This is an optimization exercise on Yosys and OpenROAD, whose aim is small area, a short achievable clock period and few clock cycles per item, not a production implementation. In this exercise RTL edits were held to simulation tests only and were not proved equivalent to the original.

==> inputs of raven <==
// vorgen
module vorgen (
    input  wire        clk,
    input  wire        rst,
    input  wire        node_we,
    input  wire [5:0]  node_idx,
    input  wire [9:0]  node_dx,
    input  wire [8:0]  node_dy,
    input  wire [2:0]  node_dp,
    input  wire        node_dc,
    input  wire [2:0]  node_da,
    input  wire        start,
    input  wire [9:0]  start_x,
    input  wire [8:0]  start_y,
    input  wire [17:0] start_len,
    output wire        idle,
    output wire        out_valid,
    input  wire        out_ready,
    output wire [7:0]  out_byte
);
==> flow/config.mk <==
export PLATFORM = sky130hd
export DESIGN_NAME = vorgen
export DESIGN_NICKNAME = vorgen
export VERILOG_FILES = /design/flow/design.v
export SDC_FILE = /design/flow/constraint.sdc
export NUM_CORES = 4
export LEC_CHECK = 0
export CAP_MARGIN = 20
export CORE_MARGIN = 2
export CORE_UTILIZATION = 40
export SLEW_MARGIN = 20
export SETUP_SLACK_MARGIN = 9
==> flow/constraint.sdc <==
create_clock -name core_clock -period 14.0 [get_ports {clk}]
set_input_delay 2.8000 -clock core_clock [delete_from_list [all_inputs] [get_ports {clk}]]
set_output_delay 2.8000 -clock core_clock [all_outputs]
set_load 0.01 [all_outputs]
standard.sh (not shown) runs the stock make flow with config.mk's settings and CLKGATE_MAP_FILE= SYNTH_SCRIPT=/design/flow/synth_recipe.tcl, a recipe that flattens the netlist after the stock synthesis.
==> flow/flow/run.sh <==
#!/bin/bash
# Standard ORFS layout (the standard.sh, standard synthesis unchanged), with the
# timing repair asked to keep a setup margin so that the achieved period shrinks.
set -euo pipefail
cat >> config.mk <<'CFG'
export SETUP_SLACK_MARGIN = 9
CFG
bash standard.sh > standard_flow.log 2>&1
==> inputs of amber, as changes to raven <==
--- a/flow/design.v
+++ b/flow/design.v
@@ -19,14 +19,15 @@
 );
     localparam N = 40;
     localparam S_IDLE  = 3'd0;
     localparam S_RUN   = 3'd1;    
     localparam S_SCAN  = 3'd2;    
     localparam S_EMIT  = 3'd3;    
     localparam S_DRAIN = 3'd4;    
+    localparam S_INIT  = 3'd5;    
     function automatic lexlt(input [20:0] a, input [5:0] ia, input [20:0] b, input [5:0] ib);
         reg [31:0] g, p;
         reg [25:0] x, y;
         integer    n, w;
         begin
             x = {a[19:0], ia};
             y = {b[19:0], ib};
@@ -91,15 +92,17 @@
     reg [17:0] remaining;
     reg        last;         
     reg        init;         
     reg [N-1:0] scan_set;    
     reg [20:0] dtab [0:N-1];
     reg        pv_ok [0:1];
     reg [5:0]  pv_i  [0:1];
-    reg [20:0] pv_v  [0:1];
+    reg [20:0] pv_v  [0:1];    
+    reg [20:0] pn_v  [0:1];    
+    reg [20:0] pb_v  [0:1];    
     reg [9:0]  pv_x  [0:1];
     reg [8:0]  pv_y  [0:1];
     reg [2:0]  pv_p  [0:1];
     reg [2:0]  pv_q  [0:1];
     reg        w_ok  [0:1];
     reg [5:0]  w_i   [0:1];
     reg [20:0] w_v   [0:1];
@@ -111,15 +114,15 @@
     reg [5:0]  m_i;
     reg [N-1:0] beats;
     reg [20:0]  dnext [0:N-1];
     integer j;
     always @(*) begin
         for (j = 0; j < N; j = j + 1) begin
             dnext[j] = dtab[j] - {9'd0, tx[j], 2'b0};
-            beats[j] = lexlt(dnext[j], j[5:0], m_v, m_i)
+            beats[j] = lexlt(dtab[j], j[5:0], m_v, m_i)
                        && (j[5:0] != pv_i[0]) && (j[5:0] != pv_i[1]);
         end
     end
     function automatic [N-1:0] lowbit(input [N-1:0] s);
         reg [63:0] pre;
         integer    n, d;
         begin
@@ -128,15 +131,15 @@
                 for (n = 63; n >= 0; n = n - 1)
                     if (n >= d) pre[n] = pre[n] | pre[n - d];
             lowbit = s & ~{pre[N-2:0], 1'b0};
         end
     endfunction
     reg [2:0]  credit;
     wire       space = !credit[2];
-    wire       any_beat = |scan_set;
+    reg        any_beat;    
     wire [N-1:0] low_q  = lowbit(scan_set);
     wire run_step  = (state == S_RUN)  && space && !any_beat;
     wire emit_step = (state == S_EMIT) && space;
     wire step      = run_step || emit_step;
     reg  [5:0]  a_idx;
     reg  [9:0]  a_x;
     reg  [8:0]  a_y;
@@ -149,15 +152,15 @@
             a_x   = a_x   | ({10{low_q[j]}} & tx[j]);
             a_y   = a_y   | ({9{low_q[j]}}  & ty[j]);
             a_p   = a_p   | ({3{low_q[j]}}  & tp[j]);
             a_q   = a_q   | ({3{low_q[j]}}  & tq[j]);
             a_d   = a_d   | ({21{low_q[j]}} & dtab[j]);
         end
     end
-    wire scan_go = (state == S_SCAN || (state == S_RUN && any_beat)) && (scan_set != {N{1'b0}});
+    wire scan_go = (state == S_SCAN || state == S_RUN) && any_beat;
     wire [N-1:0] scan_rest = scan_set & ~low_q;
     reg        f_ok;
     reg [5:0]  f_idx;
     reg [9:0]  f_x;
     reg [8:0]  f_y;
     reg [2:0]  f_p, f_q;
     reg [20:0] f_d;
@@ -186,82 +189,92 @@
     wire [2:0]  s_q   = init ? g_q   : f_q;
     wire [20:0] s_d   = init ? g_d   : f_d;
     reg         c_ok;
     reg  [5:0]  c_idx;
     reg  [9:0]  c_x;
     reg  [8:0]  c_y;
     reg  [2:0]  c_p, c_q;
-    reg  [20:0] c_v2, c_v1, cn_v;
+    reg  [20:0] c_v2, c_v1, cn_v, cb_v;
+    wire [12:0] s_x2 = {2'b0, s_x, 1'b0};
+    wire [12:0] s_x4 = {1'b0, s_x, 2'b0};
+    wire [12:0] s_x6 = s_x4 + s_x2;
+    wire [12:0] s_x8 = {s_x, 3'b0};
     wire p_ju  = !pv_ok[0] || lexlt(c_v2, c_idx, pv_v[0], pv_i[0]);
     wire p_jw  = !pv_ok[1] || lexlt(c_v2, c_idx, pv_v[1], pv_i[1]);
     wire p_uw  = !pv_ok[1] || (pv_ok[0] && lexlt(pv_v[0], pv_i[0], pv_v[1], pv_i[1]));
     wire p_ins = c_ok && (p_ju || p_jw);
     wire p_slot = p_uw;
     wire w_ju  = !w_ok[0] || lexlt(c_v1, c_idx, w_v[0], w_i[0]);
     wire w_jw  = !w_ok[1] || lexlt(c_v1, c_idx, w_v[1], w_i[1]);
     wire w_uw  = !w_ok[1] || (w_ok[0] && lexlt(w_v[0], w_i[0], w_v[1], w_i[1]));
     wire w_ins = c_ok && (w_ju || w_jw);
     wire w_slot = w_uw;
-    wire scan_busy = scan_set != {N{1'b0}} || f_ok || h_ok || g_ok || c_ok;
-    wire [20:0] ps_v0 = pv_v[0] - {9'd0, pv_x[0], 2'b0};
-    wire [20:0] ps_v1 = pv_v[1] - {9'd0, pv_x[1], 2'b0};
+    wire scan_busy = any_beat || f_ok || h_ok || g_ok;
+    wire [20:0] pb_s0 = pb_v[0] - {9'd0, pv_x[0], 2'b0};
+    wire [20:0] pb_s1 = pb_v[1] - {9'd0, pv_x[1], 2'b0};
     wire        kp_ok = p_slot ? pv_ok[0] : pv_ok[1];
-    wire [20:0] kp_v  = p_slot ? ps_v0 : ps_v1;
+    wire [20:0] kp_v  = p_slot ? pn_v[0] : pn_v[1];
     wire [5:0]  kp_i  = p_slot ? pv_i[0] : pv_i[1];
     wire        kp_far = kp_ok && lexlt(cn_v, c_idx, kp_v, kp_i);
     wire [20:0] pw_v0 = pv_v[0] - {10'd0, pv_x[0], 1'b0};
     wire [20:0] pw_v1 = pv_v[1] - {10'd0, pv_x[1], 1'b0};
-    wire [20:0] p8_v0 = pv_v[0] - {8'd0, pv_x[0], 3'b0};
-    wire [20:0] p8_v1 = pv_v[1] - {8'd0, pv_x[1], 3'b0};
-    wire        p8_01 = lexlt(p8_v0, pv_i[0], p8_v1, pv_i[1]);
+    wire        pb_01 = lexlt(pb_v[0], pv_i[0], pb_v[1], pv_i[1]);
     integer k;
     always @(posedge clk) begin
         for (k = 0; k < N; k = k + 1) begin
             if (init && c_ok && c_idx == k)
-                dtab[k] <= c_v2;
-            else if (step)
-                dtab[k] <= dnext[k];
+                dtab[k] <= cn_v;
+            else
+                dtab[k] <= dtab[k] - {9'd0, tx[k] & {10{step}}, 2'b0};
         end
         f_ok  <= scan_go;
         f_idx <= a_idx; f_x <= a_x; f_y <= a_y; f_p <= a_p; f_q <= a_q;
         f_d   <= a_d;
         h_ok  <= init && f_ok;
         h_idx <= f_idx; h_x <= f_x; h_y <= f_y; h_p <= f_p; h_q <= f_q;
         h_ax  <= l_dx[11] ? -l_dx[9:0] : l_dx[9:0];
         h_ay  <= l_dy[10] ? -l_dy[8:0] : l_dy[8:0];
         g_ok  <= h_ok;
         g_idx <= h_idx; g_x <= h_x; g_y <= h_y; g_p <= h_p; g_q <= h_q;
         g_sx  <= sq11({1'b0, h_ax});
         g_sy  <= sq11({2'b0, h_ay});
         c_ok  <= s_ok;
         c_idx <= s_idx; c_x <= s_x; c_y <= s_y; c_p <= s_p; c_q <= s_q;
-        c_v2  <= s_d;
-        c_v1  <= s_d + {10'd0, s_x, 1'b0};
-        cn_v  <= s_d - {9'd0, s_x, 2'b0};
+        c_v2  <= s_d + (init ? 21'd0 : {8'd0, s_x4});
+        c_v1  <= s_d + {8'd0, init ? s_x2 : s_x6};
+        cn_v  <= s_d - (init ? {8'd0, s_x4} : 21'd0);
+        cb_v  <= s_d - {8'd0, init ? s_x8 : s_x4};
         if (scan_go)
             scan_set <= scan_rest;
+            any_beat <= |scan_rest;
         if (step) begin
             for (k = 0; k < 2; k = k + 1) begin
                 w_ok[k] <= pv_ok[k]; w_i[k] <= pv_i[k]; w_x[k] <= pv_x[k];
                 w_y[k]  <= pv_y[k];  w_p[k] <= pv_p[k]; w_q[k] <= pv_q[k];
             end
             w_v[0]  <= pw_v0;
             w_v[1]  <= pw_v1;
-            pv_v[0] <= ps_v0;
-            pv_v[1] <= ps_v1;
-            m_v     <= p8_01 ? p8_v1 : p8_v0;
-            m_i     <= p8_01 ? pv_i[1] : pv_i[0];
+            pv_v[0] <= pn_v[0];
+            pv_v[1] <= pn_v[1];
+            pn_v[0] <= pb_v[0];
+            pn_v[1] <= pb_v[1];
+            pb_v[0] <= pb_s0;
+            pb_v[1] <= pb_s1;
+            m_v     <= pb_01 ? pb_v[1] : pb_v[0];
+            m_i     <= pb_01 ? pv_i[1] : pv_i[0];
             scan_set  <= beats;
+            any_beat  <= |beats;
         end else begin
             if (p_ins) begin
                 m_v <= kp_far ? kp_v : cn_v;
                 m_i <= kp_far ? kp_i : c_idx;
             end
             if (p_ins) begin
                 pv_ok[p_slot] <= 1'b1; pv_i[p_slot] <= c_idx; pv_v[p_slot] <= c_v2;
+                pn_v[p_slot]  <= cn_v; pb_v[p_slot] <= cb_v;
                 pv_x[p_slot]  <= c_x;  pv_y[p_slot] <= c_y;
                 pv_p[p_slot]  <= c_p;  pv_q[p_slot] <= c_q;
             end
             if (w_ins) begin
                 w_ok[w_slot] <= 1'b1; w_i[w_slot] <= c_idx; w_v[w_slot] <= c_v1;
                 w_x[w_slot]  <= c_x;  w_y[w_slot] <= c_y;
                 w_p[w_slot]  <= c_p;  w_q[w_slot] <= c_q;
@@ -272,38 +285,42 @@
             idle_q   <= 1'b1;
             valid    <= 1'b0;
             f_ok     <= 1'b0;
             h_ok     <= 1'b0;
             g_ok     <= 1'b0;
             c_ok     <= 1'b0;
             scan_set <= {N{1'b0}};
+            any_beat <= 1'b0;
             init     <= 1'b0;
         end else begin
             if (node_we && idle_q)
                 valid <= 1'b0;
             case (state)
                 S_IDLE: begin
                     if (start) begin
                         idle_q    <= 1'b0;
                         remaining <= start_len;
                         last      <= (start_len == 18'd1);
-                        if (valid && start_x == xe && start_y == yc) begin
+                        xe        <= start_x;
+                        yc        <= start_y;
+                        at_end    <= (start_x == 10'd798);
+                        if (valid && start_x == xe && start_y == yc)
                             state <= S_RUN;
-                        end else begin
-                            xe       <= start_x;
-                            yc       <= start_y;
-                            at_end   <= (start_x == 10'd798);
-                            init     <= 1'b1;
-                            scan_set <= {N{1'b1}};
-                            pv_ok[0] <= 1'b0; pv_ok[1] <= 1'b0;
-                            w_ok[0]  <= 1'b0; w_ok[1]  <= 1'b0;
-                            state    <= S_SCAN;
-                        end
+                        else
+                            state <= S_INIT;
                     end
                 end
+                S_INIT: begin
+                    init     <= 1'b1;
+                    scan_set <= {N{1'b1}};
+                    any_beat <= 1'b1;
+                    pv_ok[0] <= 1'b0; pv_ok[1] <= 1'b0;
+                    w_ok[0]  <= 1'b0; w_ok[1]  <= 1'b0;
+                    state    <= S_SCAN;
+                end
                 S_RUN: begin
                     if (any_beat) begin
                         init     <= 1'b0;
                         state    <= S_SCAN;
                     end
                 end
                 S_SCAN: begin
@@ -326,14 +343,15 @@
                 end
                 if (last) begin
                     state <= S_DRAIN;
                     if (at_end) valid <= 1'b0;
                 end else if (at_end) begin
                     init     <= 1'b1;
                     scan_set <= {N{1'b1}};
+                    any_beat <= 1'b1;
                     pv_ok[0] <= 1'b0; pv_ok[1] <= 1'b0;
                     w_ok[0]  <= 1'b0; w_ok[1]  <= 1'b0;
                     state    <= S_SCAN;
                 end else begin
                     state <= S_RUN;
                 end
             end
==> inputs of tundra, as changes to raven <==
--- a/flow/design.v
+++ b/flow/design.v
@@ -91,15 +91,17 @@
     reg [17:0] remaining;
     reg        last;         
     reg        init;         
     reg [N-1:0] scan_set;    
     reg [20:0] dtab [0:N-1];
     reg        pv_ok [0:1];
     reg [5:0]  pv_i  [0:1];
-    reg [20:0] pv_v  [0:1];
+    reg [20:0] pv_v  [0:1];    
+    reg [20:0] pn_v  [0:1];    
+    reg [20:0] pb_v  [0:1];    
     reg [9:0]  pv_x  [0:1];
     reg [8:0]  pv_y  [0:1];
     reg [2:0]  pv_p  [0:1];
     reg [2:0]  pv_q  [0:1];
     reg        w_ok  [0:1];
     reg [5:0]  w_i   [0:1];
     reg [20:0] w_v   [0:1];
@@ -111,15 +113,15 @@
     reg [5:0]  m_i;
     reg [N-1:0] beats;
     reg [20:0]  dnext [0:N-1];
     integer j;
     always @(*) begin
         for (j = 0; j < N; j = j + 1) begin
             dnext[j] = dtab[j] - {9'd0, tx[j], 2'b0};
-            beats[j] = lexlt(dnext[j], j[5:0], m_v, m_i)
+            beats[j] = lexlt(dtab[j], j[5:0], m_v, m_i)
                        && (j[5:0] != pv_i[0]) && (j[5:0] != pv_i[1]);
         end
     end
     function automatic [N-1:0] lowbit(input [N-1:0] s);
         reg [63:0] pre;
         integer    n, d;
         begin
@@ -128,15 +130,15 @@
                 for (n = 63; n >= 0; n = n - 1)
                     if (n >= d) pre[n] = pre[n] | pre[n - d];
             lowbit = s & ~{pre[N-2:0], 1'b0};
         end
     endfunction
     reg [2:0]  credit;
     wire       space = !credit[2];
-    wire       any_beat = |scan_set;
+    reg        any_beat;    
     wire [N-1:0] low_q  = lowbit(scan_set);
     wire run_step  = (state == S_RUN)  && space && !any_beat;
     wire emit_step = (state == S_EMIT) && space;
     wire step      = run_step || emit_step;
     reg  [5:0]  a_idx;
     reg  [9:0]  a_x;
     reg  [8:0]  a_y;
@@ -149,15 +151,15 @@
             a_x   = a_x   | ({10{low_q[j]}} & tx[j]);
             a_y   = a_y   | ({9{low_q[j]}}  & ty[j]);
             a_p   = a_p   | ({3{low_q[j]}}  & tp[j]);
             a_q   = a_q   | ({3{low_q[j]}}  & tq[j]);
             a_d   = a_d   | ({21{low_q[j]}} & dtab[j]);
         end
     end
-    wire scan_go = (state == S_SCAN || (state == S_RUN && any_beat)) && (scan_set != {N{1'b0}});
+    wire scan_go = (state == S_SCAN || state == S_RUN) && any_beat;
     wire [N-1:0] scan_rest = scan_set & ~low_q;
     reg        f_ok;
     reg [5:0]  f_idx;
     reg [9:0]  f_x;
     reg [8:0]  f_y;
     reg [2:0]  f_p, f_q;
     reg [20:0] f_d;
@@ -186,82 +188,92 @@
     wire [2:0]  s_q   = init ? g_q   : f_q;
     wire [20:0] s_d   = init ? g_d   : f_d;
     reg         c_ok;
     reg  [5:0]  c_idx;
     reg  [9:0]  c_x;
     reg  [8:0]  c_y;
     reg  [2:0]  c_p, c_q;
-    reg  [20:0] c_v2, c_v1, cn_v;
+    reg  [20:0] c_v2, c_v1, cn_v, cb_v;
+    wire [12:0] s_x2 = {2'b0, s_x, 1'b0};
+    wire [12:0] s_x4 = {1'b0, s_x, 2'b0};
+    wire [12:0] s_x6 = s_x4 + s_x2;
+    wire [12:0] s_x8 = {s_x, 3'b0};
     wire p_ju  = !pv_ok[0] || lexlt(c_v2, c_idx, pv_v[0], pv_i[0]);
     wire p_jw  = !pv_ok[1] || lexlt(c_v2, c_idx, pv_v[1], pv_i[1]);
     wire p_uw  = !pv_ok[1] || (pv_ok[0] && lexlt(pv_v[0], pv_i[0], pv_v[1], pv_i[1]));
     wire p_ins = c_ok && (p_ju || p_jw);
     wire p_slot = p_uw;
     wire w_ju  = !w_ok[0] || lexlt(c_v1, c_idx, w_v[0], w_i[0]);
     wire w_jw  = !w_ok[1] || lexlt(c_v1, c_idx, w_v[1], w_i[1]);
     wire w_uw  = !w_ok[1] || (w_ok[0] && lexlt(w_v[0], w_i[0], w_v[1], w_i[1]));
     wire w_ins = c_ok && (w_ju || w_jw);
     wire w_slot = w_uw;
-    wire scan_busy = scan_set != {N{1'b0}} || f_ok || h_ok || g_ok || c_ok;
-    wire [20:0] ps_v0 = pv_v[0] - {9'd0, pv_x[0], 2'b0};
-    wire [20:0] ps_v1 = pv_v[1] - {9'd0, pv_x[1], 2'b0};
+    wire scan_busy = any_beat || f_ok || h_ok || g_ok || c_ok;
+    wire [20:0] pb_s0 = pb_v[0] - {9'd0, pv_x[0], 2'b0};
+    wire [20:0] pb_s1 = pb_v[1] - {9'd0, pv_x[1], 2'b0};
     wire        kp_ok = p_slot ? pv_ok[0] : pv_ok[1];
-    wire [20:0] kp_v  = p_slot ? ps_v0 : ps_v1;
+    wire [20:0] kp_v  = p_slot ? pn_v[0] : pn_v[1];
     wire [5:0]  kp_i  = p_slot ? pv_i[0] : pv_i[1];
     wire        kp_far = kp_ok && lexlt(cn_v, c_idx, kp_v, kp_i);
     wire [20:0] pw_v0 = pv_v[0] - {10'd0, pv_x[0], 1'b0};
     wire [20:0] pw_v1 = pv_v[1] - {10'd0, pv_x[1], 1'b0};
-    wire [20:0] p8_v0 = pv_v[0] - {8'd0, pv_x[0], 3'b0};
-    wire [20:0] p8_v1 = pv_v[1] - {8'd0, pv_x[1], 3'b0};
-    wire        p8_01 = lexlt(p8_v0, pv_i[0], p8_v1, pv_i[1]);
+    wire        pb_01 = lexlt(pb_v[0], pv_i[0], pb_v[1], pv_i[1]);
     integer k;
     always @(posedge clk) begin
         for (k = 0; k < N; k = k + 1) begin
             if (init && c_ok && c_idx == k)
-                dtab[k] <= c_v2;
-            else if (step)
-                dtab[k] <= dnext[k];
+                dtab[k] <= cn_v;
+            else
+                dtab[k] <= dtab[k] - {9'd0, tx[k] & {10{step}}, 2'b0};
         end
         f_ok  <= scan_go;
         f_idx <= a_idx; f_x <= a_x; f_y <= a_y; f_p <= a_p; f_q <= a_q;
         f_d   <= a_d;
         h_ok  <= init && f_ok;
         h_idx <= f_idx; h_x <= f_x; h_y <= f_y; h_p <= f_p; h_q <= f_q;
         h_ax  <= l_dx[11] ? -l_dx[9:0] : l_dx[9:0];
         h_ay  <= l_dy[10] ? -l_dy[8:0] : l_dy[8:0];
         g_ok  <= h_ok;
         g_idx <= h_idx; g_x <= h_x; g_y <= h_y; g_p <= h_p; g_q <= h_q;
         g_sx  <= sq11({1'b0, h_ax});
         g_sy  <= sq11({2'b0, h_ay});
         c_ok  <= s_ok;
         c_idx <= s_idx; c_x <= s_x; c_y <= s_y; c_p <= s_p; c_q <= s_q;
-        c_v2  <= s_d;
-        c_v1  <= s_d + {10'd0, s_x, 1'b0};
-        cn_v  <= s_d - {9'd0, s_x, 2'b0};
+        c_v2  <= s_d + (init ? 21'd0 : {8'd0, s_x4});
+        c_v1  <= s_d + {8'd0, init ? s_x2 : s_x6};
+        cn_v  <= s_d - (init ? {8'd0, s_x4} : 21'd0);
+        cb_v  <= s_d - {8'd0, init ? s_x8 : s_x4};
         if (scan_go)
             scan_set <= scan_rest;
+            any_beat <= |scan_rest;
         if (step) begin
             for (k = 0; k < 2; k = k + 1) begin
                 w_ok[k] <= pv_ok[k]; w_i[k] <= pv_i[k]; w_x[k] <= pv_x[k];
                 w_y[k]  <= pv_y[k];  w_p[k] <= pv_p[k]; w_q[k] <= pv_q[k];
             end
             w_v[0]  <= pw_v0;
             w_v[1]  <= pw_v1;
-            pv_v[0] <= ps_v0;
-            pv_v[1] <= ps_v1;
-            m_v     <= p8_01 ? p8_v1 : p8_v0;
-            m_i     <= p8_01 ? pv_i[1] : pv_i[0];
+            pv_v[0] <= pn_v[0];
+            pv_v[1] <= pn_v[1];
+            pn_v[0] <= pb_v[0];
+            pn_v[1] <= pb_v[1];
+            pb_v[0] <= pb_s0;
+            pb_v[1] <= pb_s1;
+            m_v     <= pb_01 ? pb_v[1] : pb_v[0];
+            m_i     <= pb_01 ? pv_i[1] : pv_i[0];
             scan_set  <= beats;
+            any_beat  <= |beats;
         end else begin
             if (p_ins) begin
                 m_v <= kp_far ? kp_v : cn_v;
                 m_i <= kp_far ? kp_i : c_idx;
             end
             if (p_ins) begin
                 pv_ok[p_slot] <= 1'b1; pv_i[p_slot] <= c_idx; pv_v[p_slot] <= c_v2;
+                pn_v[p_slot]  <= cn_v; pb_v[p_slot] <= cb_v;
                 pv_x[p_slot]  <= c_x;  pv_y[p_slot] <= c_y;
                 pv_p[p_slot]  <= c_p;  pv_q[p_slot] <= c_q;
             end
             if (w_ins) begin
                 w_ok[w_slot] <= 1'b1; w_i[w_slot] <= c_idx; w_v[w_slot] <= c_v1;
                 w_x[w_slot]  <= c_x;  w_y[w_slot] <= c_y;
                 w_p[w_slot]  <= c_p;  w_q[w_slot] <= c_q;
@@ -272,14 +284,15 @@
             idle_q   <= 1'b1;
             valid    <= 1'b0;
             f_ok     <= 1'b0;
             h_ok     <= 1'b0;
             g_ok     <= 1'b0;
             c_ok     <= 1'b0;
             scan_set <= {N{1'b0}};
+            any_beat <= 1'b0;
             init     <= 1'b0;
         end else begin
             if (node_we && idle_q)
                 valid <= 1'b0;
             case (state)
                 S_IDLE: begin
                     if (start) begin
@@ -290,14 +303,15 @@
                             state <= S_RUN;
                         end else begin
                             xe       <= start_x;
                             yc       <= start_y;
                             at_end   <= (start_x == 10'd798);
                             init     <= 1'b1;
                             scan_set <= {N{1'b1}};
+                    any_beat <= 1'b1;
                             pv_ok[0] <= 1'b0; pv_ok[1] <= 1'b0;
                             w_ok[0]  <= 1'b0; w_ok[1]  <= 1'b0;
                             state    <= S_SCAN;
                         end
                     end
                 end
                 S_RUN: begin
@@ -326,14 +340,15 @@
                 end
                 if (last) begin
                     state <= S_DRAIN;
                     if (at_end) valid <= 1'b0;
                 end else if (at_end) begin
                     init     <= 1'b1;
                     scan_set <= {N{1'b1}};
+                    any_beat <= 1'b1;
                     pv_ok[0] <= 1'b0; pv_ok[1] <= 1'b0;
                     w_ok[0]  <= 1'b0; w_ok[1]  <= 1'b0;
                     state    <= S_SCAN;
                 end else begin
                     state <= S_RUN;
                 end
             end
==> flow/flow/run.sh (replaced) <==
#!/bin/bash
# Standard ORFS layout (the standard.sh, standard synthesis unchanged), with the
# timing repair asked to keep a setup margin so that the achieved period shrinks.
set -euo pipefail
cat >> config.mk <<'CFG'
export SETUP_SLACK_MARGIN = 9.2
CFG
bash standard.sh > standard_flow.log 2>&1
==> flow/config.mk (replaced) <==
export PLATFORM = sky130hd
export DESIGN_NAME = vorgen
export DESIGN_NICKNAME = vorgen
export VERILOG_FILES = /design/flow/design.v
export SDC_FILE = /design/flow/constraint.sdc
export NUM_CORES = 4
export LEC_CHECK = 0
export CAP_MARGIN = 20
export CORE_MARGIN = 2
export CORE_UTILIZATION = 40
export CTS_CLUSTER_DIAMETER = 60
export CTS_CLUSTER_SIZE = 25
export SLEW_MARGIN = 20
export SETUP_SLACK_MARGIN = 9.2
==> comparison table <==
|  | tundra | amber | raven |
|---|---|---|---|
| Run status | no timing/DRC/antenna violations | no timing/DRC/antenna violations | no timing/DRC/antenna violations |
| Worst Max-Slew Pin Slew | 1.26 ns | 1.26 ns | 1.24 ns |
| Clock Buffer Count | 322 | 447 | 402 |
| Max Fclk | 0.163 GHz | 0.192 GHz | 0.178 GHz |
| Post-CTS setup-driven buffer insertion count | 145 | 66 | 185 |
| Synthesized netlist cell count | 16900 | 17300 | 17000 |
| Synth-to-layout area growth | 16.7% | 13.7% | 16.7% |
| Final critical-path required period | 6.15 ns | 5.22 ns | 5.61 ns |
| Summed area of non-filler cells in the final layout | 191000 um^2 | 188000 um^2 | 196000 um^2 |
| Number of design-rule violations left by the first detailed-router iteration | 19100 | 16300 | 18600 |
| Met3 layer usage reported by global route | 6.76% | 6.41% | 4.81% |
| Peak per-stage delay on the critical path | 0.82 ns | 0.59 ns | 0.46 ns |
| Slack of the worst reg-to-reg path | 7.85 ns | 8.78 ns | 8.39 ns |
| Final critical-path share of the clock period | 43.9% | 37.3% | 40.1% |
| Number of flops mapped to enable cells by yosys | 1462 | 1462 | 2138 |
| Number of cells in the finished layout apart from fillers | 22800 | 23000 | 23000 |
| Setup slack of the critical path after layout | 7.85 ns | 8.78 ns | 8.39 ns |
| Worst Setup SP | m_v[15]$_DFFE_PP_ | m_v[7]$_DFFE_PP_ | pv_i[1][1]$_DFFE_PP_ |
| Inverters | 1036 | 1130 | 1411 |
| Seq cells | 2785 | 2785 | 2682 |
| Pin count of the biggest net entering global routing | 72 | 80 | 61 |
| Place WS | 5.83 ns | 7.74 ns | 6.85 ns |
Testbench counts of raven, summed over its fixed seeds: cycles 27,946, bytes 19,660.
Testbench counts of amber, summed over its fixed seeds: cycles 27,267, bytes 19,660.
Testbench counts of tundra, summed over its fixed seeds: cycles 27,946, bytes 19,660.

## re-timing with driven ports
How much do the figures lean on ideal ports? The routed layouts below were timed once more, with nothing changed but the port constraints.
Step 1: set_driving_cell puts a clkbuf_16 on clk and a buf_2 on each other input, an assumption about the parent block.
Step 2 adds t to the input delays and takes it off the output delays; t is the mean of the earliest and latest rising clock arrival at the registers after step 1. Input paths then give back, and output paths get back, about the clock's delay inside the block.
Three values: ideal, step 1, step 2; two values: the first two.
| run | t (ns) | slack for setup (ns) | clock arrival spread, ns |
|---|---|---|---|
| raven | 1.089 | 8.386 / 8.386 / 7.977 | 0.104 / 0.104 |
| amber | 1.064 | 8.779 / 8.779 / 8.284 | 0.096 / 0.096 |
| tundra | 1.066 | 7.849 / 7.849 / 6.949 | 0.114 / 0.115 |
After both steps setup and hold are still met in every run listed. The setup slack of tundra, which loses most, moves by 0.000 ns with the drivers and by -0.900 ns with both steps.
